From an optimization exercise on the open Yosys and OpenROAD flow, aimed at small area, a short achievable clock period and few clock cycles per item; shortcuts taken in it are not production practice.
Where RTL was checked, it was by simulation tests only, not by an equivalence proof against the original.
The RTL of run 6 was laid out without a check of its function.
No activity file was given, so power comes from the tool's default toggle rates.

**design/flow/flow/run.sh**
```bash
#!/bin/bash
# The standard layout, with real buffers (not delay cells) on the ports.
set -euo pipefail
export BUFFER_PORTS_ARGS="-buffer_cell sky130_fd_sc_hd__buf_4"
bash standard.sh finish > layout.log 2>&1
```
**design/flow/standard.sh**
```bash
#!/bin/bash
# synth_recipe.tcl (not shown) runs the flow's synth.tcl, then flattens the netlist and writes it again
# the make line also repeats each setting of config.mk as NAME=value (left out here)
make -C /OpenROAD-flow-scripts/flow DESIGN_CONFIG=/design/flow/config.mk WORK_HOME=/design/flow/orfs CLKGATE_MAP_FILE= SYNTH_SCRIPT=/design/flow/synth_recipe.tcl "${@:-finish}"
```
**design/flow/config.mk**
```make
export PLATFORM = sky130hd
export DESIGN_NAME = ble_tx
export DESIGN_NICKNAME = ble_tx
export VERILOG_FILES = /design/flow/design.v
export SDC_FILE = /design/flow/constraint.sdc
export NUM_CORES = 4
export LEC_CHECK = 0
export CAP_MARGIN = 20
export CORE_MARGIN = 2
export CORE_UTILIZATION = 40
export CTS_BUF_LIST = sky130_fd_sc_hd__clkbuf_16
export CTS_CLUSTER_DIAMETER = 100
export CTS_CLUSTER_SIZE = 24
export PLACE_DENSITY = 0.6
export SETUP_SLACK_MARGIN = 2.7
export SLEW_MARGIN = 20
export TNS_END_PERCENT = 0
```
**design/flow/constraint.sdc**
```tcl
create_clock -name core_clock -period 5.0 [get_ports {clk}]
set_input_delay 1.0000 -clock core_clock [delete_from_list [all_inputs] [get_ports {clk}]]
set_output_delay 1.0000 -clock core_clock [all_outputs]
set_load 0.01 [all_outputs]
```
**design/flow/design.v**
```verilog
module ble_tx (
    input  wire       clk,
    input  wire       rst,
    input  wire       start_valid,
    output wire       start_ready,
    input  wire [5:0] start_channel,
    input  wire [1:0] start_phy,
    input  wire [4:0] start_plen,
    input  wire       in_valid,
    output wire       in_ready,
    input  wire [7:0] in_data,
    output reg        out_valid,
    input  wire       out_ready,
    output reg  [7:0] out_data,
    output reg        out_last
);
    localparam [23:0] CRC_POLY = 24'h00065B;
    function [7:0] rev8(input [7:0] x);
        integer b;
        begin
            for (b = 0; b < 8; b = b + 1)
                rev8[b] = x[7-b];
        end
    endfunction
    function [23:0] crc8(input [23:0] c, input [7:0] d);
        integer b;
        reg [23:0] r;
        begin
            r = c;
            for (b = 7; b >= 0; b = b - 1)
                r = {r[22:0], 1'b0} ^ ((r[23] ^ d[b]) ? CRC_POLY : 24'd0);
            crc8 = r;
        end
    endfunction
    function [7:0] wbyte(input [6:0] l);
        integer b;
        reg [6:0] s;
        begin
            s = l;
            for (b = 7; b >= 0; b = b - 1) begin
                wbyte[b] = s[6];
                s = {s[5:0], s[6]} ^ (s[6] ? 7'h10 : 7'h00);
            end
        end
    endfunction
    function [6:0] lfsr8(input [6:0] l);
        integer b;
        reg [6:0] s;
        begin
            s = l;
            for (b = 0; b < 8; b = b + 1)
                s = {s[5:0], s[6]} ^ (s[6] ? 7'h10 : 7'h00);
            lfsr8 = s;
        end
    endfunction
    function [7:0] s8map(input a0, input a1);
        s8map = {a0, a0, ~a0, ~a0, a1, a1, ~a1, ~a1};
    endfunction
    reg       busy;         
    reg       pend;         
    reg [5:0] s_ch;
    reg [1:0] s_phy;
    reg [5:0] s_len;        
    assign start_ready = !busy;
    wire start_fire = start_valid && !busy;
    reg [247:0] mem;        
    reg [4:0] wp;           
    reg       ld_act;       
    reg [5:0] wcnt;         
    reg       a_rd;         
    reg       in_rdy;       
    assign in_ready = in_rdy;
    wire in_fire = in_valid && in_rdy;
    always @(posedge clk) begin
        mem <= {mem[239:0], in_fire ? in_data : mem[247:240]};
    end
    function [4:0] inc31(input [4:0] x);
        inc31 = (x == 5'd30) ? 5'd0 : x + 5'd1;
    endfunction
    wire [5:0] wcnt_inc = wcnt + 6'd1;
    wire in_last = (wcnt_inc == s_len);
    wire all_in  = !ld_act;
    wire a_in    = (wcnt >= 6'd6);
    localparam [2:0] A_IDLE = 3'd0,
                     A_H0   = 3'd1,
                     A_H1   = 3'd2,
                     A_ADDR = 3'd3,
                     A_PAY  = 3'd4,
                     A_CRC  = 3'd5;
    reg [2:0] aph;
    reg [4:0] pos;          
    wire [3:0] pos_lo = 4'd1 << pos[1:0];
    reg [4:0] lpos;         
    reg [4:0] acnt;         
    reg       acnt_z;       
    reg       rb_v;
    reg [7:0] rb;
    reg       rb_crc;
    reg       rb_h0;        
    reg       rb_h1;        
    reg       rb_last;
    reg       fb_v;
    reg [7:0] fb;
    reg       fb_last;
    reg [23:0] crc;         
    reg [6:0]  lfsr;
    wire fb_take;           
    wire a_avail = (aph == A_H0) || (aph == A_H1) || (aph == A_CRC) ||
                   (aph == A_ADDR && a_in) || (aph == A_PAY && all_in);
    wire fb_load = rb_v && (!fb_v || fb_take);
    wire rb_load = a_avail && (!rb_v || fb_load);
    wire addr_end = acnt_z;
    wire pay_end  = addr_end;
    reg [7:0] rd;
    always @(*) begin : rdmux
        integer g, j;
        reg [7:0] grp [0:7];
        for (g = 0; g < 8; g = g + 1) begin
            grp[g] = 8'd0;
            for (j = 0; j < 4; j = j + 1)
                if (4*g + j < 31)
                    grp[g] = grp[g] | (pos_lo[j] ? mem[8*(4*g+j) +: 8] : 8'd0);
        end
        rd = grp[pos[4:2]];
    end
    wire       first  = in_fire && wcnt == 6'd0;
    wire       inc_r  = rb_load && (aph == A_ADDR || aph == A_PAY);
    wire       pos_z  = rb_load && aph == A_ADDR && addr_end;
    wire [4:0] pos_1  = inc31(pos);
    wire [4:0] pos_2  = inc31(pos_1);
    wire [4:0] lpos_1 = inc31(lpos);
    wire [6:0] l0     = 7'd32 - {1'b0, s_len};
    wire [4:0] lpos_0 = l0[6] ? l0[4:0] + 5'd31 : l0[4:0];    
    wire [4:0] pos_n  = first ? 5'd26 :                        
                        pos_z ? lpos_1 :
                        inc_r ? pos_2 : pos_1;
    wire [4:0] lpos_n = first ? lpos_0 : lpos_1;
    reg  [7:0] bsrc;
    always @(*) begin
        if (rb_crc)
            bsrc = crc[23:16];
        else if (rb_h0)
            bsrc = 8'h40;                             
        else if (rb_h1)
            bsrc = rev8({2'b00, s_len});              
        else
            bsrc = rev8(rb);
    end
    localparam [1:0] O_IDLE = 2'd0,
                     O_HDR  = 2'd1,    
                     O_FRM  = 2'd2,    
                     O_TERM = 2'd3;    
    localparam [46:0] HDR_A0_S2 = {10'h000, 37'h092e71f762};
    localparam [46:0] HDR_A1_S2 = {10'h3ff, 37'h0f99a8e07a};
    localparam [46:0] HDR_A0_S8 = {10'h000, 37'h092e71f77c};
    localparam [46:0] HDR_A1_S8 = {10'h3ff, 37'h0f99a8e06c};
    reg [1:0] oph;
    reg [5:0] ocnt;         
    reg [1:0] o_phy;
    reg [2:0] fec;          
    wire adv   = !out_valid || out_ready;
    wire coded = o_phy[1];
    wire s8    = o_phy[0];
    wire e_b  = (oph == O_FRM) && fb[7];
    wire e_a1 = e_b ^ fec[1] ^ fec[2];
    wire e_a0 = e_a1 ^ fec[0];
    reg [7:0] s2_byte;
    reg [2:0] s2_fec;
    always @(*) begin : s2calc
        integer k;
        reg b, x1, x0;
        s2_fec = fec;
        s2_byte = 8'd0;
        for (k = 0; k < 4; k = k + 1) begin
            b  = (oph == O_FRM) && fb[7-k];
            x1 = b ^ s2_fec[1] ^ s2_fec[2];
            x0 = x1 ^ s2_fec[0];
            s2_byte[7-2*k] = x0;
            s2_byte[6-2*k] = x1;
            s2_fec = {s2_fec[1:0], b};
        end
    end
    reg [7:0] uhdr;
    always @(*) begin
        case (ocnt[2:0])
            3'd3:    uhdr = 8'h6B;
            3'd2:    uhdr = 8'h7D;
            3'd1:    uhdr = 8'h91;
            3'd0:    uhdr = 8'h71;
            default: uhdr = 8'h55;
        endcase
    end
    reg  h_a0, h_a1;
    wire [47:0] HDR_A0_S2_N = {HDR_A0_S2, 1'b0};    
    wire [47:0] HDR_A1_S2_N = {HDR_A1_S2, 1'b0};
    wire [47:0] HDR_A0_S8_N = {HDR_A0_S8, 1'b0};
    wire [47:0] HDR_A1_S8_N = {HDR_A1_S8, 1'b0};
    reg       nv;
    reg [7:0] nb;
    reg       nl;
    reg       fb_done;      
    always @(*) begin
        nv = 1'b0;
        nb = 8'h00;
        nl = 1'b0;
        fb_done = 1'b0;
        case (oph)
            O_HDR: begin
                nv = 1'b1;
                nb = coded ? s8map(h_a0, h_a1) : uhdr;
            end
            O_FRM: begin
                nv = fb_v;
                if (!coded) begin
                    nb = fb;
                    fb_done = 1'b1;
                    nl = fb_last;
                end else if (s8) begin
                    nb = s8map(e_a0, e_a1);
                    fb_done = (ocnt[2:0] == 3'd0);
                end else begin
                    nb = s2_byte;
                    fb_done = !ocnt[2];
                end
            end
            O_TERM: begin
                nv = 1'b1;
                nb = s8 ? s8map(e_a0, e_a1) : s2_byte;
                nl = (ocnt == 6'd0);
            end
            default: ;
        endcase
    end
    wire emit = adv && nv;
    assign fb_take = emit && (oph == O_FRM) && fb_done;
    wire pkt_end = emit && nl;
    wire pstart = pend && ((oph == O_IDLE) || pkt_end);
    wire last_rd = rb_load && ((aph == A_PAY && pay_end) ||
                               (aph == A_ADDR && addr_end && s_len == 6'd6));
    always @(posedge clk) begin
        if (rst) begin
            busy      <= 1'b0;
            pend      <= 1'b0;
            ld_act    <= 1'b0;
            in_rdy    <= 1'b0;
            aph       <= A_IDLE;
            rb_v      <= 1'b0;
            fb_v      <= 1'b0;
            oph       <= O_IDLE;
            out_valid <= 1'b0;
        end else begin
            if (start_fire) begin
                busy   <= 1'b1;
                pend   <= 1'b1;
                ld_act <= 1'b1;
            end
            if (in_fire && in_last)
                ld_act <= 1'b0;
            in_rdy <= (start_fire || (ld_act && !(in_fire && in_last))) &&
                      (start_fire || first || (wcnt == 6'd0 && !in_fire) ||
                       (in_fire ? wp == 5'd0 : wp == 5'd30)) &&
                      (start_fire || (in_fire ? wcnt_inc : wcnt) < 6'd31 ||
                       a_rd || (rb_load && aph == A_ADDR && addr_end));
            if (last_rd)
                busy <= 1'b0;
            if (rb_load) begin
                rb_v <= 1'b1;
                case (aph)
                    A_H0: aph <= A_H1;
                    A_H1: aph <= A_ADDR;
                    A_ADDR: if (addr_end) aph <= (s_len == 6'd6) ? A_CRC : A_PAY;
                    A_PAY: if (pay_end) aph <= A_CRC;
                    A_CRC: if (addr_end) aph <= A_IDLE;
                    default: ;
                endcase
            end else if (fb_load) begin
                rb_v <= 1'b0;
            end
            if (fb_load)
                fb_v <= 1'b1;
            else if (fb_take)
                fb_v <= 1'b0;
            if (emit) begin
                case (oph)
                    O_HDR: if (ocnt == 6'd0) oph <= O_FRM;
                    O_FRM: if (fb_done && fb_last) oph <= coded ? O_TERM : O_IDLE;
                    O_TERM: if (ocnt == 6'd0) oph <= O_IDLE;
                    default: ;
                endcase
            end
            if (pstart) begin
                pend <= 1'b0;
                oph  <= O_HDR;
                aph  <= A_H0;
            end
            if (adv)
                out_valid <= emit;
        end
    end
    always @(posedge clk) begin
        if (start_fire) begin
            s_ch  <= start_channel;
            s_phy <= start_phy;
            s_len <= {1'b0, start_plen} + 6'd6;
            wcnt  <= 6'd0;
            a_rd  <= 1'b0;
        end
        if (in_fire)
            wcnt <= wcnt_inc;
        pos    <= pos_n;
        lpos   <= lpos_n;
        wp     <= first ? 5'd0 : in_fire ? wp : inc31(wp);
        if (rb_load) begin
            rb_crc  <= (aph == A_CRC);
            rb_last <= (aph == A_CRC) && addr_end;
            rb_h0   <= (aph == A_H0);
            rb_h1   <= (aph == A_H1);
            rb      <= (aph == A_H0 || aph == A_H1) ? 8'h00 : rd;
            acnt    <= acnt - 5'd1;
            acnt_z  <= (acnt == 5'd1);
            case (aph)
                A_H1: begin
                    acnt   <= 5'd5;
                    acnt_z <= 1'b0;
                end
                A_ADDR: if (addr_end) begin
                    acnt   <= (s_len == 6'd6) ? 5'd2 : s_len[4:0] - 5'd7;    
                    acnt_z <= (s_len == 6'd7);
                    a_rd   <= 1'b1;
                end
                A_PAY: if (pay_end) begin
                    acnt   <= 5'd2;
                    acnt_z <= 1'b0;
                end
                default: ;
            endcase
        end
        if (fb_load) begin
            fb      <= bsrc ^ wbyte(lfsr);
            fb_last <= rb_last;
            crc     <= rb_crc ? {crc[15:0], 8'h00} : crc8(crc, rev8(rb));
            lfsr    <= lfsr8(lfsr);
        end else if (emit && oph == O_FRM) begin
            fb <= s8 ? {fb[6:0], 1'b0} : {fb[3:0], 4'h0};
        end
        if (emit) begin
            if (oph == O_FRM || oph == O_TERM)
                fec <= s8 ? {fec[1:0], e_b} : s2_fec;
            ocnt <= ocnt - ((oph == O_FRM && !s8) ? 6'd4 : 6'd1);
            if (oph == O_FRM && fb_done && fb_last)
                ocnt <= s8 ? 6'd2 : 6'd0;
        end
        if (emit && oph == O_HDR) begin
            h_a0 <= s8 ? HDR_A0_S8_N[ocnt] : HDR_A0_S2_N[ocnt];
            h_a1 <= s8 ? HDR_A1_S8_N[ocnt] : HDR_A1_S2_N[ocnt];
        end
        if (pstart) begin
            h_a0  <= 1'b0;                            
            h_a1  <= 1'b1;
            o_phy <= s_phy;
            ocnt  <= s_phy[1] ? 6'd46 : (s_phy[0] ? 6'd5 : 6'd4);
            fec   <= 3'd0;
            crc   <= 24'h155555 ^ {8'h00, s_len[0], s_len[1], s_len[2], s_len[3], s_len[4], s_len[5], 10'h000};
            lfsr  <= {s_ch[0], s_ch[1], s_ch[2], s_ch[3], s_ch[4], s_ch[5], 1'b1};
        end
        if (adv) begin
            out_data <= nb;
            out_last <= nl;
        end
    end
endmodule
```
==> results of run 1 <==
-- registers in the layout (all words and copies together) (netlist names), 3 cells and up --
| register | flops |
|---|---|
| pos | 5 |
| mem | 248 |
| acnt | 5 |
| s_ch | 6 |
| wcnt | 6 |
| lpos | 5 |
| crc | 24 |
| ocnt | 6 |
| wp | 5 |
| s_len | 6 |
| rb | 8 |
| lfsr | 7 |
| aph | 3 |
| out_data | 8 |
| fec | 3 |
| fb | 8 |
-- metrics by stage --
step	util (%)	hold slack [ns]	power [W]
after floorplan	-	0.330	0.00541
after global placement	42.3	0.332	0.00597
after detailed placement	42.3	0.336	0.00598
after CTS	44.8	0.338	0.00787
after global routing	45.2	0.340	0.00831
final	45.2	0.334	0.00787
-- worst max-delay path, cell delays in order (launching register included) --
cell and delay (ns):
edfxtp_1 0.47, ha_1 0.21, o21ai_0 0.23, a311o_1 0.28, a32o_4 0.27, inv_8 0.11
a22oi_2 0.13, nor3_1 0.06, a2111o_1 0.37
-- metal layers --
metal	vias up	share of wire, %
met4	0	1.6
met2	202	47
met1	4846	47
met5	-	0
li1	4798	-
met3	40	4.3
-- synth_stat cells (13+ instances only) --
cell type | count | area, um^2
a21oi_1 | 61 | 305
a221oi_1 | 37 | 324
a22o_1 | 40 | 350
a22oi_1 | 42 | 315
buf_2 | 30 | 150
clkbuf_1 | 40 | 150
dfxtp_1 | 292 | 5850
edfxtp_1 | 84 | 2520
ha_1 | 24 | 300
inv_1 | 23 | 86.3
nand2_1 | 113 | 424
nand2b_1 | 14 | 87.6
nand3_1 | 31 | 155
nor2_1 | 79 | 297
nor2b_1 | 15 | 93.8
nor3_1 | 27 | 135
o211ai_1 | 15 | 113
o21ai_0 | 59 | 295
o22ai_1 | 19 | 119
o31ai_1 | 13 | 97.6
xnor2_1 | 69 | 604
xor2_1 | 27 | 236
-- cell type report --
class | count | area, um^2 | share of cell area [%]
Inverter | 27 | 124 | 0.774
Sequential cell | 376 | 8380 | 52.4
Clock inverter | 10 | 75.1 | 0.469
Clock buffer | 20 | 500 | 3.13
Multi-Input combinational cell | 826 | 5710 | 35.7
Tap cell | 461 | 577 | 3.60
Timing Repair Buffer | 71 | 638 | 3.99
-- logic make-up after synthesis --
| family | Yosys count | synth area share [%] |
|---|---|---|
| AO/OA/AOI/OAI | 350 | 17.4 |
| XOR/XNOR | 100 | 6.42 |
| adder cells (fa/ha/maj) | 24 | 2.10 |
| buffers and inverters | 110 | 3.24 |
| flip-flops | 376 | 58.4 |
| multiplexers | 16 | 1.25 |
| AND/OR/NAND/NOR | 335 | 11.2 |
-- worst paths after layout --
path,to,slack [ns],depth (start not counted)
setup / recovery,pos[1],2.73,8
hold / removal,mem[218],0.33,0
setup reg to reg,pos[1],2.73,8
hold reg to reg,mem[218],0.33,0
-- power by group --
group / internal (W) / total, W / leakage, nW / switching (W)
sequential: 0.00344 / 0.00371 / 3.21 / 0.000265
clock: 0.000746 / 0.00173 / 0.299 / 0.000981
combinational: 0.00101 / 0.00243 / 2.40 / 0.00142
-- timing repair --
item | CTS | global route
endpoints found under the setup margin | 105 | 57
gates cloned | 2 | 0
pin swaps | 3 | 7
resized for setup | 29 | 22
setup buffers | 17 | 7
==> flow_metrics.py, run 1 <==
metrics = {
    "power_and_ir_drop": {
        "pwr_density_cell_nw_per_um2": 492,
        "ir_drop_mv": 0.270,
        "power.static_leakage_nw": 5.91,
    },
    "synthesis": {
        "cell_area_after_synthesis_um2": 14300,
        "synthesis.nets": 1361,
        "synth.ff_latch_count": 376,
        "async_reset_ff_share_pct": 0,
        "syn-instance-count": 1311,
        "syn_avg_cell_area_um2": 10.9,
        "synth_enable_flop_cells": 84,
        "synth_top_flop_cell": "dfxtp_1",
        "synthesis.yosys.warnings": 2,
        "number_of_distinct_library_cells_after_synthesis": 74,
        "synth-seq-area-share_pct": 58.4,
    },
    "global_route": {
        "groute.layer.met1.usage_pct": 23.9,
        "first_global_vias": 9640,
        "grt-busiest-layer": "met2",
        "largest_net_degree_at_the_start_of_global_routing": 40,
        "grt_pass1_wl_um": 52900,
        "sum_of_overflow_across_all_layers_after_global_routing": 0,
        "grt_antenna_before_repair": 0,
        "groute.layer.met3.usage_pct": 2.46,
        "grt_util_met2_pct": 28.7,
        "grt_util_all_layers_pct": 17.2,
    },
    "placement": {
        "placement.io_buffers": 37,
        "post-place-cells": 1735,
        "placedInstanceArea_um2": 15000,
        "dp_hpwl_um": 20800,
        "pre_cts_ws_ns": 1.76,
        "place.gp.congestion": 0.839,
    },
    "layout": {
        "final_cell_mix": "dfxtp_1 (288), nand2_1 (111), edfxtp_1 (84), nor2_1 (78), xnor2_1 (69)",
        "antenna_cells": 0,
        "most_common_library_cell_in_the_layout_ignoring_fill_and_taps": "dfxtp_1",
        "filler_cell_count": 3285,
        "final_area_um2": 16000,
        "nNetsFinal": 1372,
        "finalNonFillerCells": 1791,
        "syn2layout_area_growth_pct": 11.7,
        "layout-drive-gt1-share_pct": 11.5,
    },
    "run_status": {
        "status": "finished clean",
    },
    "cts": {
        "tritoncts_clock_tree": "done",
        "clock-sinks": 376,
        "cts_root_buf": "clkbuf_16",
        "cts-buffers-inserted": 20,
        "max-clock-path-buffers": 3,
        "htreeDepth": 1,
        "path_clk_slew_ns": 0.09,
        "clk-insertion-delay-late_ns": 0.54,
        "cts.hold.buffers_added": 0,
    },
    "floorplanning": {
        "die-area_um2": 37400,
        "top_level_ports": 38,
        "height_of_the_die_um": 193,
        "rows": 69,
        "starting_density_of_the_core_pct": 40.5,
        "placeableCoreArea_um2": 35400,
        "die_width_um": 193,
    },
    "timing": {
        "finalWorstPathRequiredPeriod_ns": 2.27,
        "final.setup_skew_ns": 0.0365,
        "relSlewSlack_pct": 37.6,
        "achievable-frequency_mhz": 441,
        "final-max-slew-violation-count": 0,
        "setup_total_negative_slack_ns": 0,
        "share_of_the_cycle_needed_by_the_critical_path_after_routing_pct": 45.4,
        "report.final.hold_viol_count": 0,
        "setup_violations": 0,
        "actual_transition_at_the_worst_max_transition_pin_ns": 0.934,
        "fin_ws_ns": 2.73,
        "unrepaired_setup_endpoints_after_global_routing": "yes",
    },
    "worst_setup_path": {
        "worst_setup_path_start_kind": "flop",
        "worst-setup-path-type": "flop to flop",
        "crit_required_ns": 5.40,
        "setup.worst_path.end_class": "flop",
        "regToRegStartpoint": "wcnt[1]",
        "startpoint": "wcnt[1]",
        "cp_max_fo": 26,
        "critPathArrivalTime_ns": 2.67,
    },
    "drt": {
        "detail_route.first_pass.iterations": 6,
        "route.vias.total": 9886,
        "detail_route.iter0.violations": 608,
        "route.detailed.wl_per_inst_um": 18.3,
        "drtAntennaViolNets": 0,
        "postRouteWirelength_um": 32900,
        "drt-vias-per-instance": 5.52,
        "drc": 0,
    },
    "worst_hold_path": {
        "hold_path.class": "flop to flop",
        "timing.hold.worst.start": "mem[210]",
    },
    "flow_run": {
        "cap_violations": 0,
    },
}
Testbench counts, summed over its fixed seeds: cycles 42,368, packets 384.
==> run 2, diff against run 1 <==
==> design/flow/flow/run.sh (replaced) <==
#!/bin/bash
# The standard layout, with real buffers (not delay cells) on the ports.
set -euo pipefail
export BUFFER_PORTS_ARGS="-buffer_cell sky130_fd_sc_hd__buf_2"
bash standard.sh finish > layout.log 2>&1
==> flow_metrics.py, run 2 <==
metrics = {
    "timing": {
        "final-max-slew-violation-count": 0,
        "setup_total_negative_slack_ns": 0,
        "report.final.hold_viol_count": 0,
        "actual_transition_at_the_worst_max_transition_pin_ns": 0.941,
        "setup_violations": 0,
        "relSlewSlack_pct": 37.1,
        "unrepaired_setup_endpoints_after_global_routing": "yes",
        "final.setup_skew_ns": 0.0279,
        "share_of_the_cycle_needed_by_the_critical_path_after_routing_pct": 45.6,
        "achievable-frequency_mhz": 438,
        "finalWorstPathRequiredPeriod_ns": 2.28,
    },
    "drt": {
        "detail_route.iter0.violations": 677,
        "postRouteWirelength_um": 33200,
        "route.vias.total": 9924,
        "route.detailed.wl_per_inst_um": 18.5,
        "drc": 0,
        "drt-vias-per-instance": 5.52,
        "drtAntennaViolNets": 0,
        "detail_route.first_pass.iterations": 7,
    },
    "cts": {
        "cts-buffers-inserted": 20,
        "cts.hold.buffers_added": 0,
        "cts_root_buf": "clkbuf_16",
        "clk-insertion-delay-late_ns": 0.54,
        "clock-sinks": 376,
        "htreeDepth": 1,
        "tritoncts_clock_tree": "done",
        "max-clock-path-buffers": 3,
        "path_clk_slew_ns": 0.10,
    },
    "synthesis": {
        "syn-instance-count": 1311,
        "synth_top_area_share_pct": 40.8,
        "synth.cells.most_frequent": "dfxtp_1 (292), nand2_1 (113), edfxtp_1 (84)",
        "number_of_distinct_library_cells_after_synthesis": 74,
        "cell_area_after_synthesis_um2": 14300,
        "synthesis.yosys.warnings": 2,
        "synth-seq-area-share_pct": 58.4,
        "syn_avg_cell_area_um2": 10.9,
        "async_reset_ff_share_pct": 0,
        "synth_enable_flop_cells": 84,
        "post-synth-top-count-cell": "dfxtp_1",
        "synthesis.nets": 1361,
        "synth_top_flop_cell": "dfxtp_1",
        "yosys-top-cells-area": "dfxtp_1 (41%), edfxtp_1 (18%), xnor2_1 (4.2%)",
        "synth.ff_latch_count": 376,
        "library_cell_occupying_the_most_area_in_the_post_synthesis_netlist": "dfxtp_1",
    },
    "global_route": {
        "grt_util_all_layers_pct": 17.1,
        "first_global_vias": 9681,
        "grt_antenna_before_repair": 0,
        "sum_of_overflow_across_all_layers_after_global_routing": 0,
        "grt_pass1_wl_um": 52500,
        "largest_net_degree_at_the_start_of_global_routing": 41,
    },
    "worst_setup_path": {
        "cp_max_fo": 3,
        "worst-setup-path-type": "flop to flop",
        "crit_required_ns": 5.30,
        "setup.worst_path.end_class": "flop",
        "worst_setup_path_start_kind": "flop",
        "critPathArrivalTime_ns": 2.58,
    },
    "run_status": {
        "status": "finished clean",
    },
    "layout": {
        "finalNonFillerCells": 1797,
        "antenna_cells": 0,
        "reg.largest.list": "mem: 248 flops, crc: 24 flops",
        "max_flop_register": "mem",
        "syn2layout_area_growth_pct": 11.2,
        "filler_cell_count": 3278,
        "nNetsFinal": 1376,
        "final_cell_mix": "dfxtp_1 (287), nand2_1 (111), edfxtp_1 (84), nor2_1 (78), xnor2_1 (69)",
        "largest_register_ffs": 248,
        "most_common_library_cell_in_the_layout_ignoring_fill_and_taps": "dfxtp_1",
        "layout-drive-gt1-share_pct": 12.1,
    },
    "floorplanning": {
        "rows": 69,
        "height_of_the_die_um": 193,
        "die-area_um2": 37400,
        "die_width_um": 193,
        "placeableCoreArea_um2": 35400,
        "starting_density_of_the_core_pct": 40.5,
        "top_level_ports": 38,
    },
    "power_and_ir_drop": {
        "total_power_w": 0.00790,
        "power.static_leakage_nw": 5.91,
        "pwr_density_cell_nw_per_um2": 496,
        "ir_drop_mv": 0.255,
    },
    "placement": {
        "dp_hpwl_um": 21300,
        "post-place-cells": 1736,
        "placement.io_buffers": 37,
        "place.gp.congestion": 0.848,
    },
    "worst_hold_path": {
        "hold_path.class": "flop to flop",
    },
    "flow_run": {
        "cap_violations": 0,
    },
}
-- run 2: cell counts after synthesis --
No cell type changed its count.
-- run 2: per-stage QoR --
stage	utilization, %	cell area (um^2)	hold WS [ns]	setup WS, ns
2_1_floorplan	-	14400	0.330	2.58
3_3_place_gp	42.0	14900	0.333	1.82
4_1_cts	44.4	15700	0.348	2.65
5_1_grt	45.0	15900	0.355	2.61
3_5_place_dp	42.0	14900	0.335	1.75
6_report	45.0	15900	0.342	2.72
-- run 2: area by class of cell --
type / instances / area [um^2] / area share, %
sequential: 376 / 8380 / 52.6
clock inverter: 11 / 73.8 / 0.463
timing repair buffer: 74 / 531 / 3.33
clock buffer: 21 / 526 / 3.30
inverter: 27 / 129 / 0.809
multi-input combinational: 826 / 5710 / 35.8
timing repair inverter: 1 / 8.76 / 0.0549
tap: 461 / 577 / 3.62
-- run 2: path summary, 6_finish.rpt --
path	start	to	slack, ns	depth (start not counted)
worst min-delay path	mem[167]	mem[175]	0.34	0
worst max register to register	crc[20]	crc[10]	2.72	6
worst min register to register	mem[167]	mem[175]	0.34	0
worst max-delay path	crc[20]	crc[10]	2.72	6
-- run 2: worst max-delay path, stage by stage, from the launching register on --
cell	delay, ns
edfxtp_1	0.47
xnor2_1	0.41
xnor2_1	0.24
xor3_1	0.40
nor2_1	0.18
xor2_1	0.10
a31o_2	0.25
-- run 2: cells by family after synthesis --
group | count (synthesis) | synth area share (%)
flops | 376 | 58.4
compound gates | 350 | 17.4
simple gates | 335 | 11.2
buf+inv | 110 | 3.24
xor+xnor | 100 | 6.42
fa+ha+maj | 24 | 2.10
mux | 16 | 1.25
-- run 2: timing repair --
item                                    in CTS  in global routing
pin swaps                                    4                 10
cloned                                       1                  1
setup buffers                               14                 13
gates resized for setup                     26                 31
endpoints found under the setup margin     107                 43
-- run 2: power by group --
| group | switching, W | leakage (nW) | internal, W |
|---|---|---|---|
| combinational | 0.00140 | 2.38 | 0.00101 |
| sequential | 0.000289 | 3.21 | 0.00345 |
| clock | 0.000980 | 0.321 | 0.000778 |
-- run 2: metal layers --
metal  vias up  routed length [um]  GRT usage [%]
met4         0                 804           4.66
met5         -                   0              0
li1       4813                   -              -
met1      4807               15400           23.5
met3        55                1490           1.97
met2       249               15500           28.7
==> run 3, diff against run 2 <==
==> design/flow/flow/run.sh (replaced) <==
#!/bin/bash
# The standard layout, with real buffers (not delay cells) on the ports.
set -euo pipefail
export BUFFER_PORTS_ARGS="-buffer_cell sky130_fd_sc_hd__buf_4"
bash standard.sh finish > layout.log 2>&1
--- a/design/flow/config.mk
+++ b/design/flow/config.mk
@@ -12,6 +12,6 @@
 export CTS_CLUSTER_DIAMETER = 100
 export CTS_CLUSTER_SIZE = 24
-export PLACE_DENSITY = 0.6
-export SETUP_SLACK_MARGIN = 2.7
+export PLACE_DENSITY = 0.55
+export SETUP_SLACK_MARGIN = 2.75
 export SLEW_MARGIN = 20
 export TNS_END_PERCENT = 0
==> flow_metrics.py, run 3 <==
metrics = {
    "run_status": {
        "status": "finished clean",
    },
    "layout": {
        "filler_cell_count": 3293,
        "finalNonFillerCells": 1818,
        "nNetsFinal": 1398,
        "most_common_library_cell_in_the_layout_ignoring_fill_and_taps": "dfxtp_1",
        "layout-drive-gt1-share_pct": 13.6,
        "final_cell_mix": "dfxtp_1 (287), nand2_1 (111), buf_4 (85), edfxtp_1 (84), nor2_1 (78)",
        "syn2layout_area_growth_pct": 13.0,
        "final_area_um2": 16200,
        "largest_register_ffs": 248,
        "max_flop_register": "mem",
        "antenna_cells": 0,
        "reg.largest.list": "mem: 248 flops, crc: 24 flops",
    },
    "floorplanning": {
        "starting_density_of_the_core_pct": 40.5,
        "top_level_ports": 38,
        "die-area_um2": 37400,
        "placeableCoreArea_um2": 35400,
        "die_width_um": 193,
        "height_of_the_die_um": 193,
        "rows": 69,
    },
    "synthesis": {
        "synth_enable_flop_cells": 84,
        "async_reset_ff_share_pct": 0,
        "synth_top_flop_cell": "dfxtp_1",
        "number_of_distinct_library_cells_after_synthesis": 74,
        "synth_top_area_share_pct": 40.8,
        "synth.cells.most_frequent": "dfxtp_1 (292), nand2_1 (113), edfxtp_1 (84)",
        "synthesis.nets": 1361,
        "synth-seq-area-share_pct": 58.4,
        "synth.ff_latch_count": 376,
        "synthesis.yosys.warnings": 2,
        "syn-instance-count": 1311,
        "cell_area_after_synthesis_um2": 14300,
        "post-synth-top-count-cell": "dfxtp_1",
        "yosys-top-cells-area": "dfxtp_1 (41%), edfxtp_1 (18%), xnor2_1 (4.2%)",
        "syn_avg_cell_area_um2": 10.9,
        "library_cell_occupying_the_most_area_in_the_post_synthesis_netlist": "dfxtp_1",
    },
    "worst_setup_path": {
        "worst_setup_path_start_kind": "flop",
        "r2r_setup_slack_ns": 2.69,
        "critPathArrivalTime_ns": 2.58,
        "rr_endpoint": "rb[4]",
        "cell_with_the_biggest_individual_delay_on_the_critical_path": "dfxtp_4",
        "cp_common_cell": "buf_4",
        "crit_required_ns": 5.28,
        "reg2reg_depth": 9,
        "setup.worst_path.end_class": "flop",
        "cp_cell_sequence": "buf_4 > ha_4 > buf_4 > buf_6 > a22o_1 > a221oi_1 > o22ai_1 > nor3_1 > a21oi_1",
        "cp_max_fo": 32,
        "worst-setup-path-type": "flop to flop",
        "timing.critical_path.slowest_cell_delay_ns": 0.37,
        "regToRegStartpoint": "pos[0]",
    },
    "drt": {
        "postRouteWirelength_um": 34400,
        "detail_route.iter0.violations": 652,
        "detail_route.first_pass.iterations": 5,
        "drtAntennaViolNets": 0,
        "drc": 0,
        "route.detailed.wl_per_inst_um": 18.9,
        "route.vias.total": 9939,
        "drt-vias-per-instance": 5.47,
    },
    "timing": {
        "setup_violations": 0,
        "relSlewSlack_pct": 36.2,
        "report.final.hold_viol_count": 0,
        "fin_hold_ws_ns": 0.346,
        "actual_transition_at_the_worst_max_transition_pin_ns": 0.954,
        "unrepaired_setup_endpoints_after_global_routing": "yes",
        "setup_total_negative_slack_ns": 0,
        "final-max-slew-violation-count": 0,
        "achievable-frequency_mhz": 434,
        "fin_ws_ns": 2.69,
        "final.setup_skew_ns": 0.0241,
        "finalWorstPathRequiredPeriod_ns": 2.31,
        "share_of_the_cycle_needed_by_the_critical_path_after_routing_pct": 46.1,
    },
    "placement": {
        "post-place-cells": 1735,
        "place.gp.congestion": 0.822,
        "placement.io_buffers": 37,
        "pre_cts_ws_ns": 1.71,
        "placedInstanceArea_um2": 15000,
        "dp_hpwl_um": 21300,
    },
    "power_and_ir_drop": {
        "ir_drop_mv": 0.244,
        "power.static_leakage_nw": 6.04,
        "pwr_density_cell_nw_per_um2": 498,
    },
    "cts": {
        "tritoncts_clock_tree": "done",
        "max-clock-path-buffers": 3,
        "clk-insertion-delay-late_ns": 0.53,
        "cts-buffers-inserted": 20,
        "clock-sinks": 376,
        "cts_root_buf": "clkbuf_16",
        "path_clk_slew_ns": 0.10,
        "htreeDepth": 1,
    },
    "worst_hold_path": {
        "hold_path.class": "flop to flop",
        "timing.hold.worst_endpoint": "mem[93]",
        "timing.hold.worst.start": "mem[85]",
        "hold_depth": 0,
    },
    "flow_run": {
        "cap_violations": 0,
    },
    "global_route": {
        "largest_net_degree_at_the_start_of_global_routing": 39,
        "grt_util_all_layers_pct": 18.2,
        "grt_antenna_before_repair": 0,
        "sum_of_overflow_across_all_layers_after_global_routing": 0,
        "grt_pass1_wl_um": 55500,
        "first_global_vias": 9871,
    },
}
[run 3: cell counts after synthesis]
No cell type changed its count.
[run 3: final cells by class]
cell class                      count  area (um^2)  share of cell area [%]
Inverter                           27          124                   0.765
Multi-Input combinational cell    826         5710                    35.2
Timing Repair Buffer               97          832                    5.14
Tap cell                          461          577                    3.56
Sequential cell                   376         8380                    51.7
Clock inverter                     11         75.1                   0.463
Clock buffer                       20          500                    3.09
[run 3: worst max path at each step]
stage,end,from,slack (ns)
floorplan,crc[13],out_ready,2.58
global placement,crc[4],out_ready,1.77
detailed placement,crc[4],out_ready,1.71
CTS,ocnt[5],out_ready,2.69
global route,rb[7],pos[0],2.60
finish,rb[4],pos[0],2.69
[run 3: stage by stage]
stage | power, W | util [%]
3_5_place_dp | 0.00600 | 42.3
5_1_grt | 0.00852 | 45.8
2_1_floorplan | 0.00541 | -
3_3_place_gp | 0.00599 | 42.3
6_report | 0.00807 | 45.8
4_1_cts | 0.00805 | 45.5
[run 3: critical path: cells and delay by family (launching register included)]
| family | cells | cell delay (ns) |
|---|---|---|
| AOI/OAI and AO/OA | 4 | 0.72 |
| buffers and inverters | 3 | 0.51 |
| DFF | 1 | 0.37 |
| and+or+nand+nor | 1 | 0.25 |
| adders and majority gates | 1 | 0.18 |
[run 3: kinds of logic (layout without fill, tap and decap cells)]
logic type | after synthesis | count (layout) | synth area share [%]
and+or+nand+nor | 335 | 335 | 11.2
DFF | 376 | 376 | 58.4
muxes | 16 | 16 | 1.25
xor gates and xnor gates | 100 | 100 | 6.42
adders and majority gates | 24 | 24 | 2.10
AOI/OAI and AO/OA | 350 | 351 | 17.4
buffers and inverters | 110 | 155 | 3.24
[run 3: timing repair]
item | 4_1_cts | 5_1_grt
setup endpoints to repair | 119 | 57
pin swaps | 13 | 6
buffers inserted | 41 | 9
hold buffers | 0 | 0
gates resized for setup | 42 | 10
cloned | 2 | 0
[run 3: metal layers]
layer / vias up / global-route usage, % / wire length (um) / share of wire [%]
met5: - / 0 / 0 / 0
met4: 0 / 4.33 / 738 / 2.1
met2: 218 / 30.6 / 16300 / 47
li1: 4864 / - / - / -
met1: 4805 / 25.2 / 16000 / 46
met3: 52 / 2.00 / 1380 / 4.0
[run 3: report_power, final]
group | total, W | switching, W | internal (W)
sequential | 0.00370 | 0.000260 | 0.00344
combinational | 0.00263 | 0.00149 | 0.00114
clock | 0.00173 | 0.000980 | 0.000748
==> run 4, diff against run 3 <==
--- a/design/flow/config.mk
+++ b/design/flow/config.mk
@@ -12,5 +12,5 @@
 export CTS_CLUSTER_DIAMETER = 100
 export CTS_CLUSTER_SIZE = 24
-export PLACE_DENSITY = 0.55
+export PLACE_DENSITY = 0.6
 export SETUP_SLACK_MARGIN = 2.75
 export SLEW_MARGIN = 20
==> flow_metrics.py, run 4 <==
metrics = {
    "worst_setup_path": {
        "crit_required_ns": 5.25,
        "worst_setup_path_start_kind": "flop",
        "worst-setup-path-type": "flop to flop",
        "cp_common_cell": "buf_4",
        "cp_cell_sequence": "buf_4 > ha_4 > buf_4 > a22o_1 > a221oi_2 > o22ai_1 > a2111oi_4 > nor4_1",
        "cpLargestDelayFamily": "compound AO/OA/AOI/OAI gates",
        "cell_with_the_biggest_individual_delay_on_the_critical_path": "a2111oi_4",
        "cp_max_fo": 8,
        "critPathArrivalTime_ns": 2.47,
        "r2r_setup_slack_ns": 2.78,
        "setup.worst_path.end_class": "flop",
        "regToRegStartpoint": "pos[1]",
        "reg2reg_depth": 8,
        "rr_endpoint": "rb[3]",
        "timing.critical_path.slowest_cell_delay_ns": 0.41,
        "startpoint": "pos[1]",
        "worstPathBufferInverterCount": 2,
    },
    "drt": {
        "route.vias.total": 9924,
        "drt-vias-per-instance": 5.51,
        "drc": 0,
        "detail_route.iter0.violations": 737,
        "postRouteWirelength_um": 33300,
        "drtAntennaViolNets": 0,
        "route.detailed.wl_per_inst_um": 18.5,
        "detail_route.first_pass.iterations": 7,
    },
    "layout": {
        "reg.largest.list": "mem: 248 flops, crc: 24 flops",
        "final_cell_mix": "dfxtp_1 (288), nand2_1 (110), edfxtp_1 (84), nor2_1 (77), buf_4 (69)",
        "most_common_library_cell_in_the_layout_ignoring_fill_and_taps": "dfxtp_1",
        "max_flop_register": "mem",
        "layout-drive-gt1-share_pct": 12.6,
        "syn2layout_area_growth_pct": 12.7,
        "largest_register_ffs": 248,
        "multi_input_comb_area_um2": 5730,
        "filler_cell_count": 3268,
        "antenna_cells": 0,
        "nNetsFinal": 1383,
        "register_area_um2": 8380,
    },
    "global_route": {
        "groute.layer.met1.usage_pct": 24.0,
        "grt_pass1_wl_um": 53100,
        "sum_of_overflow_across_all_layers_after_global_routing": 0,
        "grt_util_met2_pct": 28.8,
        "grt_util_all_layers_pct": 17.3,
        "largest_net_degree_at_the_start_of_global_routing": 40,
        "grt-busiest-layer": "met2",
        "groute.layer.met3.usage_pct": 2.37,
        "first_global_vias": 9669,
        "grt_antenna_before_repair": 0,
    },
    "timing": {
        "setup_total_negative_slack_ns": 0,
        "setup_violations": 0,
        "achievable-frequency_mhz": 450,
        "share_of_the_cycle_needed_by_the_critical_path_after_routing_pct": 44.4,
        "final-max-slew-violation-count": 0,
        "final.setup_skew_ns": 0.0362,
        "fin_hold_ws_ns": 0.336,
        "report.final.hold_viol_count": 0,
        "finalWorstPathRequiredPeriod_ns": 2.22,
        "relSlewSlack_pct": 48.6,
        "actual_transition_at_the_worst_max_transition_pin_ns": 0.771,
        "unrepaired_setup_endpoints_after_global_routing": "yes",
    },
    "power_and_ir_drop": {
        "power.static_leakage_nw": 5.98,
        "pwr_density_cell_nw_per_um2": 492,
        "ir_drop_mv": 0.270,
    },
    "run_status": {
        "status": "finished clean",
    },
    "synthesis": {
        "syn-instance-count": 1311,
        "cell_area_after_synthesis_um2": 14300,
        "synthesis.yosys.warnings": 2,
        "synth_top_area_share_pct": 40.8,
        "async_reset_ff_share_pct": 0,
        "number_of_distinct_library_cells_after_synthesis": 74,
        "synth-seq-area-share_pct": 58.4,
        "synth_enable_flop_cells": 84,
        "library_cell_occupying_the_most_area_in_the_post_synthesis_netlist": "dfxtp_1",
        "synth.ff_latch_count": 376,
        "synthesis.nets": 1361,
        "synth_top_flop_cell": "dfxtp_1",
        "yosys-top-cells-area": "dfxtp_1 (41%), edfxtp_1 (18%), xnor2_1 (4.2%)",
        "post-synth-top-count-cell": "dfxtp_1",
        "syn_avg_cell_area_um2": 10.9,
        "synth.cells.most_frequent": "dfxtp_1 (292), nand2_1 (113), edfxtp_1 (84)",
    },
    "floorplanning": {
        "placeableCoreArea_um2": 35400,
        "die-area_um2": 37400,
        "starting_density_of_the_core_pct": 40.5,
        "top_level_ports": 38,
        "die_width_um": 193,
        "rows": 69,
        "height_of_the_die_um": 193,
    },
    "cts": {
        "cts.hold.buffers_added": 0,
        "path_clk_slew_ns": 0.11,
        "htreeDepth": 1,
        "tritoncts_clock_tree": "done",
        "cts-buffers-inserted": 20,
        "clk-insertion-delay-late_ns": 0.54,
        "clock-sinks": 376,
        "max-clock-path-buffers": 3,
        "cts_root_buf": "clkbuf_16",
    },
    "worst_hold_path": {
        "hold_depth": 0,
        "hold_path.class": "flop to flop",
        "timing.hold.worst.start": "mem[21]",
        "timing.hold.worst_endpoint": "mem[29]",
    },
    "placement": {
        "placement.io_buffers": 37,
        "place.gp.congestion": 0.839,
        "dp_hpwl_um": 20800,
    },
    "flow_run": {
        "cap_violations": 0,
    },
}
-- run 4: worst max path at each step --
stage                     cells past startpoint  endpoint
after floorplan                              10   crc[13]
after global placement                        9    crc[4]
after detailed placement                      9    crc[6]
after CTS                                     9     rb[5]
after global routing                          9     rb[5]
final                                         8     rb[3]
-- run 4: final cells by class --
class / count / area share, %
Multi-Input combinational cell: 826 / 35.5
Timing Repair inverter: 1 / 0.0543
Sequential cell: 376 / 51.9
Inverter: 27 / 0.798
Timing Repair Buffer: 81 / 4.60
Clock inverter: 10 / 0.465
Tap cell: 461 / 3.57
Clock buffer: 20 / 3.10
-- run 4: routing by layer --
metal | part of all wire (%) | vias to the layer above
li1 | - | 4821
met1 | 47 | 4863
met2 | 47 | 202
met3 | 4.0 | 38
met4 | 1.5 | 0
met5 | 0 | -
-- run 4: repair_timing --
action / 4_1_cts / 5_1_grt
setup buffers: 22 / 11
cloned: 2 / 2
pin swaps: 7 / 9
setup endpoints to repair: 113 / 52
resized for setup: 39 / 23
-- run 4: kinds of logic (layout without fill, tap and decap cells) --
family	Yosys count	in the layout	synth area share, %
flops	376	376	58.4
compound gates	350	351	17.4
simple gates	335	335	11.2
buf+inv	110	139	3.24
xor+xnor	100	100	6.42
fa+ha+maj	24	24	2.10
mux	16	16	1.25
-- run 4: power breakdown --
| part | internal, W | leakage [nW] | total (W) | switching (W) |
|---|---|---|---|---|
| combinational | 0.00106 | 2.47 | 0.00252 | 0.00145 |
| sequential | 0.00344 | 3.21 | 0.00371 | 0.000263 |
| clock | 0.000746 | 0.299 | 0.00173 | 0.000981 |
| total | 0.00525 | 5.98 | 0.00795 | 0.00270 |
-- run 4: per-stage QoR --
stage	utilization (%)	power (W)	setup slack [ns]	instances	area [um^2]
after floorplan	-	0.00541	2.58	1311	14400
after global placement	42.3	0.00597	1.79	1735	15000
after detailed placement	42.3	0.00598	1.76	1735	15000
after CTS	45.1	0.00790	2.73	1789	15900
after global routing	45.6	0.00839	2.68	1802	16100
final	45.6	0.00795	2.78	1802	16100
==> run 5, diff against run 4 <==
--- a/design/flow/config.mk
+++ b/design/flow/config.mk
@@ -8,5 +8,5 @@
 export CAP_MARGIN = 20
 export CORE_MARGIN = 2
-export CORE_UTILIZATION = 40
+export CORE_UTILIZATION = 35
 export CTS_BUF_LIST = sky130_fd_sc_hd__clkbuf_16
 export CTS_CLUSTER_DIAMETER = 100
==> flow_metrics.py, run 5 <==
metrics = {
    "layout": {
        "syn2layout_area_growth_pct": 13.5,
        "layout-drive-gt1-share_pct": 12.7,
        "largest_register_ffs": 248,
        "final_cell_mix": "dfxtp_1 (287), nand2_1 (111), edfxtp_1 (84), nor2_1 (78), xnor2_1 (69)",
        "antenna_cells": 0,
        "reg.largest.list": "mem: 248 flops, crc: 24 flops",
        "nNetsFinal": 1382,
        "max_flop_register": "mem",
        "most_common_library_cell_in_the_layout_ignoring_fill_and_taps": "dfxtp_1",
        "finalNonFillerCells": 1872,
        "final_area_um2": 16300,
    },
    "power_and_ir_drop": {
        "power.static_leakage_nw": 5.99,
        "ir_drop_mv": 0.207,
        "pwr_density_cell_nw_per_um2": 492,
    },
    "drt": {
        "drtAntennaViolNets": 0,
        "drc": 0,
        "detail_route.iter0.violations": 648,
        "route.detailed.wl_per_inst_um": 18.0,
        "postRouteWirelength_um": 33600,
        "drt-vias-per-instance": 5.31,
        "route.vias.total": 9946,
        "detail_route.first_pass.iterations": 5,
    },
    "cts": {
        "cts_root_buf": "clkbuf_16",
        "path_clk_slew_ns": 0.10,
        "tritoncts_clock_tree": "done",
        "htreeDepth": 1,
        "max-clock-path-buffers": 3,
        "clock-sinks": 376,
        "clk-insertion-delay-late_ns": 0.54,
        "cts.hold.buffers_added": 0,
        "cts-buffers-inserted": 20,
    },
    "synthesis": {
        "synth_top_area_share_pct": 40.8,
        "synthesis.yosys.warnings": 2,
        "async_reset_ff_share_pct": 0,
        "synth_enable_flop_cells": 84,
        "library_cell_occupying_the_most_area_in_the_post_synthesis_netlist": "dfxtp_1",
        "post-synth-top-count-cell": "dfxtp_1",
        "yosys-top-cells-area": "dfxtp_1 (41%), edfxtp_1 (18%), xnor2_1 (4.2%)",
        "synthesis.nets": 1361,
        "syn-instance-count": 1311,
        "synth.ff_latch_count": 376,
        "synth-seq-area-share_pct": 58.4,
        "cell_area_after_synthesis_um2": 14300,
        "syn_avg_cell_area_um2": 10.9,
        "number_of_distinct_library_cells_after_synthesis": 74,
        "synth.cells.most_frequent": "dfxtp_1 (292), nand2_1 (113), edfxtp_1 (84)",
        "synth_top_flop_cell": "dfxtp_1",
    },
    "floorplanning": {
        "die-area_um2": 42600,
        "height_of_the_die_um": 206,
        "die_width_um": 206,
        "rows": 74,
        "placeableCoreArea_um2": 40600,
        "starting_density_of_the_core_pct": 35.3,
        "top_level_ports": 38,
    },
    "global_route": {
        "grt_util_all_layers_pct": 15.4,
        "sum_of_overflow_across_all_layers_after_global_routing": 0,
        "largest_net_degree_at_the_start_of_global_routing": 39,
        "grt_antenna_before_repair": 0,
        "first_global_vias": 9650,
        "grt_pass1_wl_um": 52600,
    },
    "worst_setup_path": {
        "cp_max_fo": 27,
        "setup.worst_path.end_class": "flop",
        "cp_cell_sequence": "inv_2 > ha_4 > buf_12 > bufbuf_16 > a22o_1 > a221oi_2 > o22ai_1 > nor4_1 > a21oi_1",
        "cell_with_the_biggest_individual_delay_on_the_critical_path": "dfxtp_4",
        "crit_required_ns": 5.27,
        "critPathArrivalTime_ns": 2.58,
        "worst_setup_path_start_kind": "flop",
        "timing.critical_path.slowest_cell_delay_ns": 0.38,
        "worst-setup-path-type": "flop to flop",
    },
    "placement": {
        "placement.io_buffers": 37,
        "dp_hpwl_um": 21000,
        "place.gp.congestion": 0.837,
        "post-place-cells": 1805,
        "placedInstanceArea_um2": 15100,
    },
    "timing": {
        "achievable-frequency_mhz": 433,
        "setup_total_negative_slack_ns": 0,
        "report.final.hold_viol_count": 0,
        "actual_transition_at_the_worst_max_transition_pin_ns": 0.929,
        "share_of_the_cycle_needed_by_the_critical_path_after_routing_pct": 46.2,
        "final.setup_skew_ns": 0.0238,
        "relSlewSlack_pct": 37.9,
        "setup_violations": 0,
        "finalWorstPathRequiredPeriod_ns": 2.31,
        "unrepaired_setup_endpoints_after_global_routing": "yes",
        "final-max-slew-violation-count": 0,
    },
    "worst_hold_path": {
        "hold_path.class": "flop to flop",
    },
    "run_status": {
        "status": "finished clean",
    },
    "flow_run": {
        "cap_violations": 0,
    },
}
[run 5: cell types whose count changed in the layout (fill, tap and decap cells not counted), sizes merged]
cell and delta:
clkinv -1
[run 5: logic make-up after synthesis]
family | after synthesis | share of synthesized area (%)
flops | 376 | 58.4
buf+inv | 110 | 3.24
xor+xnor | 100 | 6.42
fa+ha+maj | 24 | 2.10
mux | 16 | 1.25
simple gates | 335 | 11.2
compound gates | 350 | 17.4
[run 5: power breakdown]
part,internal [W],switching (W),leakage (nW),total (W)
sequential,0.00344,0.000295,3.21,0.00374
combinational,0.00108,0.00145,2.48,0.00253
clock,0.000749,0.000980,0.304,0.00173
[run 5: layout make-up]
class	count	area, um^2
Fill cell	3816	24400
Sequential cell	376	8380
Multi-Input combinational cell	826	5740
Timing Repair Buffer	81	766
Tap cell	532	666
Clock buffer	20	500
Inverter	27	129
Clock inverter	10	76.3
[run 5: metrics by stage]
step	hold slack [ns]	worst slack, ns	util, %	total power, W
detailed placement	0.335	1.76	37.0	0.00601
CTS	0.344	2.68	39.4	0.00794
floorplan	0.330	2.58	-	0.00541
global placement	0.333	1.79	37.0	0.00599
global route	0.347	2.60	40.0	0.00840
finish	0.348	2.69	40.0	0.00799
[run 5: critical path, delay by kind of cell, from the launching register on]
family	cells	cell delay (ns)
AND/OR/NAND/NOR	1	0.32
adder cells (fa/ha/maj)	1	0.19
flip-flops	1	0.38
AO/OA/AOI/OAI	4	0.64
buffers and inverters	3	0.51
[run 5: path summary, 6_finish.rpt]
path            from      end  slack [ns]  cells past startpoint
min reg2reg  mem[37]  mem[45]        0.35                      0
max reg2reg   pos[0]    rb[6]        2.69                      9
max           pos[0]    rb[6]        2.69                      9
min          mem[37]  mem[45]        0.35                      0
[run 5: per-layer routing]
layer / wire length, um / share of wire [%] / up-vias / global-route usage (%)
li1: - / - / 4809 / -
met1: 15300 / 45 / 4857 / 20.5
met2: 15900 / 47 / 223 / 26.2
met3: 1600 / 4.8 / 57 / 2.00
met4: 884 / 2.6 / 0 / 4.54
met5: 0 / 0 / - / 0
[run 5: repair_timing]
item / CTS / global route
gates resized for setup: 29 / 25
hold endpoints to repair: 0 / 0
setup buffers: 20 / 14
setup endpoints to repair: 107 / 62
cloned: 2 / 1
pin swaps: 9 / 13
==> run 6, diff against run 5 <==
--- a/design/flow/design.v
+++ b/design/flow/design.v
@@ -90,5 +90,5 @@
     reg [2:0] aph;
     reg [4:0] pos;          
-    wire [3:0] pos_lo = 4'd1 << pos[1:0];
+    reg [3:0] pos_lo;       
     reg [4:0] lpos;         
     reg [4:0] acnt;         
@@ -136,4 +136,5 @@
                         inc_r ? pos_2 : pos_1;
     wire [4:0] lpos_n = first ? lpos_0 : lpos_1;
+    wire [3:0] lo_n   = 4'd1 << pos_n[1:0];
     reg  [7:0] bsrc;
     always @(*) begin
@@ -309,4 +310,5 @@
             wcnt <= wcnt_inc;
         pos    <= pos_n;
+        pos_lo <= lo_n;
         lpos   <= lpos_n;
         wp     <= first ? 5'd0 : in_fire ? wp : inc31(wp);
--- a/design/flow/config.mk
+++ b/design/flow/config.mk
@@ -8,5 +8,5 @@
 export CAP_MARGIN = 20
 export CORE_MARGIN = 2
-export CORE_UTILIZATION = 35
+export CORE_UTILIZATION = 40
 export CTS_BUF_LIST = sky130_fd_sc_hd__clkbuf_16
 export CTS_CLUSTER_DIAMETER = 100
==> flow_metrics.py, run 6 <==
metrics = {
    "drt": {
        "postRouteWirelength_um": 33800,
        "drt-vias-per-instance": 5.53,
        "drtAntennaViolNets": 0,
        "route.detailed.wl_per_inst_um": 18.8,
        "route.vias.total": 9950,
        "detail_route.iter0.violations": 678,
        "detail_route.first_pass.iterations": 5,
        "drc": 0,
    },
    "floorplanning": {
        "height_of_the_die_um": 193,
        "top_level_ports": 38,
        "rows": 69,
        "placeableCoreArea_um2": 35500,
        "die_width_um": 193,
        "starting_density_of_the_core_pct": 40.5,
        "die-area_um2": 37400,
    },
    "power_and_ir_drop": {
        "p_comb_share_pct": 30.7,
        "total_power_w": 0.00801,
        "p_int_w": 0.00529,
        "power.static_leakage_nw": 5.98,
        "p_seq_share_pct": 48.4,
        "switching_fraction_pct": 33.9,
        "pwr_density_cell_nw_per_um2": 493,
        "ir_drop_mv": 0.233,
        "p_clk_share_pct": 20.9,
        "power_switching_w": 0.00271,
    },
    "synthesis": {
        "synth.mux.area_fraction_pct": 1.12,
        "synth.cells.most_frequent": "dfxtp_1 (296), nand2_1 (111), edfxtp_1 (84)",
        "synth_top_family_by_area": "compound AO/OA/AOI/OAI gates",
        "synth.ff_latch_count": 380,
        "synth-simple-area-share_pct": 10.8,
        "syn_avg_cell_area_um2": 11.1,
        "async_reset_ff_share_pct": 0,
        "synth-adder-area-share_pct": 1.92,
        "synthesis.nets": 1343,
        "post-synth-top-count-cell": "dfxtp_1",
        "synth_top_area_share_pct": 41.3,
        "yosys-top-cells-area": "dfxtp_1 (41%), edfxtp_1 (18%), xnor2_1 (4.4%)",
        "library_cell_occupying_the_most_area_in_the_post_synthesis_netlist": "dfxtp_1",
        "synth_enable_flop_cells": 84,
        "synthesis.yosys.warnings": 2,
        "number_of_distinct_library_cells_after_synthesis": 88,
        "synth-seq-area-share_pct": 58.8,
        "synth_xor_area_share_pct": 6.56,
        "compound_gate_fraction_of_synth_area_pct": 17.4,
        "cell_area_after_synthesis_um2": 14400,
        "synth_top_flop_cell": "dfxtp_1",
        "syn-instance-count": 1295,
    },
    "cts": {
        "cts-buffers-inserted": 19,
        "cts.hold.buffers_added": 0,
        "cts_root_buf": "clkbuf_16",
        "max-clock-path-buffers": 3,
        "path_clk_slew_ns": 0.11,
        "htreeDepth": 1,
        "tritoncts_clock_tree": "done",
        "clk-insertion-delay-late_ns": 0.53,
        "clock-sinks": 380,
    },
    "timing": {
        "unrepaired_setup_endpoints_after_global_routing": "yes",
        "setup_total_negative_slack_ns": 0,
        "relSlewSlack_pct": 36.8,
        "actual_transition_at_the_worst_max_transition_pin_ns": 0.946,
        "final.setup_skew_ns": 0.0188,
        "finalWorstPathRequiredPeriod_ns": 2.30,
        "final-max-slew-violation-count": 0,
        "share_of_the_cycle_needed_by_the_critical_path_after_routing_pct": 45.9,
        "setup_violations": 0,
        "achievable-frequency_mhz": 436,
        "fin_hold_ws_ns": 0.337,
        "report.final.hold_viol_count": 0,
    },
    "layout": {
        "syn2layout_area_growth_pct": 13.0,
        "final_cell_mix": "dfxtp_1 (283), nand2_1 (109), buf_4 (85), edfxtp_1 (84), nor2_1 (76)",
        "filler_cell_count": 3287,
        "largest_register_ffs": 248,
        "most_common_library_cell_in_the_layout_ignoring_fill_and_taps": "dfxtp_1",
        "max_flop_register": "mem",
        "antenna_cells": 0,
        "reg.largest.list": "mem: 248 flops, crc: 24 flops",
        "layout-drive-gt1-share_pct": 14.7,
        "nNetsFinal": 1379,
    },
    "worst_setup_path": {
        "crit_required_ns": 5.27,
        "setup.worst_path.end_class": "flop",
        "cp_max_fo": 31,
        "worst-setup-path-type": "flop to flop",
        "critPathArrivalTime_ns": 2.56,
        "worst_setup_path_start_kind": "flop",
    },
    "global_route": {
        "grt_pass1_wl_um": 52800,
        "grt_util_all_layers_pct": 17.2,
        "largest_net_degree_at_the_start_of_global_routing": 41,
        "first_global_vias": 9604,
        "grt_antenna_before_repair": 0,
        "sum_of_overflow_across_all_layers_after_global_routing": 0,
    },
    "placement": {
        "dp_hpwl_um": 20500,
        "placement.io_buffers": 37,
        "place.gp.congestion": 0.836,
    },
    "run_status": {
        "status": "finished clean",
    },
    "worst_hold_path": {
        "hold_path.class": "flop to flop",
    },
    "flow_run": {
        "cap_violations": 0,
    },
}
[run 6: cell count changes after synthesis, moves of 8 or more]
| cell | before | now |
|---|---|---|
| nor4_1 | 5 | 17 |
| buf_2 | 30 | 21 |
| o211ai_1 | 15 | 7 |
| a22o_1 | 40 | 31 |
| nand3_1 | 31 | 17 |
| o22ai_1 | 19 | 28 |
| or3_1 | 2 | 10 |
| nor3_1 | 27 | 17 |
| buf_1 | 10 | 18 |
| o21ai_0 | 59 | 44 |
[run 6: metrics by stage]
| stage | cell area (um^2) | util [%] | setup slack (ns) | instances |
|---|---|---|---|---|
| floorplan | 14400 | - | 2.61 | 1295 |
| global placement | 15000 | 42.2 | 1.69 | 1721 |
| detailed placement | 15000 | 42.2 | 1.62 | 1721 |
| CTS | 15800 | 44.6 | 2.68 | 1774 |
| global route | 16200 | 45.7 | 2.64 | 1798 |
| finish | 16200 | 45.7 | 2.70 | 1798 |
[run 6: area by class of cell]
| cell class | instances | area (um^2) | area share [%] |
|---|---|---|---|
| repair buffers | 92 | 747 | 4.60 |
| repair inverters | 1 | 8.76 | 0.0540 |
| well taps | 461 | 577 | 3.55 |
| clock inverters | 7 | 31.3 | 0.193 |
| inverters | 33 | 140 | 0.863 |
| clock buffers | 20 | 500 | 3.08 |
| multi-input cells | 804 | 5740 | 35.4 |
| flip-flops and latches | 380 | 8480 | 52.3 |
[run 6: cell families after synthesis]
kind of cell             count (synthesis)
AND/OR/NAND/NOR                        322
flip-flops                             380
XOR/XNOR                               105
AO/OA/AOI/OAI                          338
buffers and inverters                  113
multiplexers                            15
adder cells (fa/ha/maj)                 22
[run 6: final timing paths]
path | startpoint | endpoint | slack [ns] | cells after the start
min reg2reg | mem[77] | mem[85] | 0.34 | 0
max reg2reg | pos_lo[3] | rb[1] | 2.70 | 7
max | pos_lo[3] | rb[1] | 2.70 | 7
min | mem[77] | mem[85] | 0.34 | 0
[run 6: critical path, stage by stage, from the launching register on]
cell	delay, ns
dfxtp_4	0.63
buf_6	0.32
a22o_1	0.19
a221oi_1	0.05
o22ai_1	0.17
or3_1	0.13
nor4_1	0.04
nor4_1	0.48
[run 6: metal layers]
| metal | vias to the layer above | part of all wire [%] | GRT usage (%) | routed length [um] |
|---|---|---|---|---|
| li1 | 4793 | - | - | - |
| met1 | 4843 | 47 | 24.6 | 16000 |
| met2 | 267 | 46 | 27.7 | 15400 |
| met3 | 47 | 4.7 | 2.04 | 1600 |
| met4 | 0 | 2.4 | 4.64 | 800 |
| met5 | - | 0 | 0 | 0 |
[run 6: power by group through the flow]
stage / clock network (W) / registers [W] / logic [W]
after floorplan: 0 / 0.00372 / 0.00173
after detailed placement: 0 / 0.00402 / 0.00203
after CTS: 0.00172 / 0.00390 / 0.00223
after global routing: 0.00181 / 0.00392 / 0.00268
after global placement: 0 / 0.00401 / 0.00202
final: 0.00167 / 0.00387 / 0.00246
[run 6: timing repair]
item | in CTS | in global routing
hold endpoints to repair | 0 | 0
setup endpoints to repair | 134 | 96
buffers inserted | 24 | 23
pin swaps | 6 | 11
resized for setup | 32 | 41
cloned | 2 | 1

separate check: timing with driven ports:
In the flow no input, the clock included, has a driving cell. The finished layouts below were timed again as built, in two steps. Step 1: set_driving_cell puts a clkbuf_16 on clk and a buf_2 on each other input, an assumption about the parent block. Step 2 moves the port delays by t, midway between the first and last clock arrival at a register: inputs arrive t later, outputs are due t later. That takes back most of the time a late clock gives input paths. Three values: ideal ports, drivers, drivers and shift; two values: the first two.
run | t (ns) | slack for setup (ns) | worst setup path at the end | latest minus earliest clock arrival (ns) | worst slew at a driven data input, ns
run 1 | 0.578 | 2.731 / 2.731 / 2.210 | input to register | 0.037 / 0.037 | 0.04
run 2 | 0.580 | 2.718 / 2.718 / 2.195 | input to register | 0.030 / 0.030 | 0.04
run 3 | 0.570 | 2.693 / 2.693 / 2.173 | input to register | 0.025 / 0.026 | 0.04
run 4 | 0.580 | 2.780 / 2.780 / 2.252 | input to register | 0.036 / 0.036 | 0.04
run 5 | 0.580 | 2.689 / 2.689 / 2.268 | input to register | 0.024 / 0.024 | 0.05
run 6 | 0.573 | 2.705 / 2.705 / 2.259 | input to register | 0.019 / 0.019 | 0.03
After both steps every run listed still meets setup and hold. The setup slack of run 4, which loses most, moves by 0.000 ns with the drivers and by -0.528 ns with both steps.
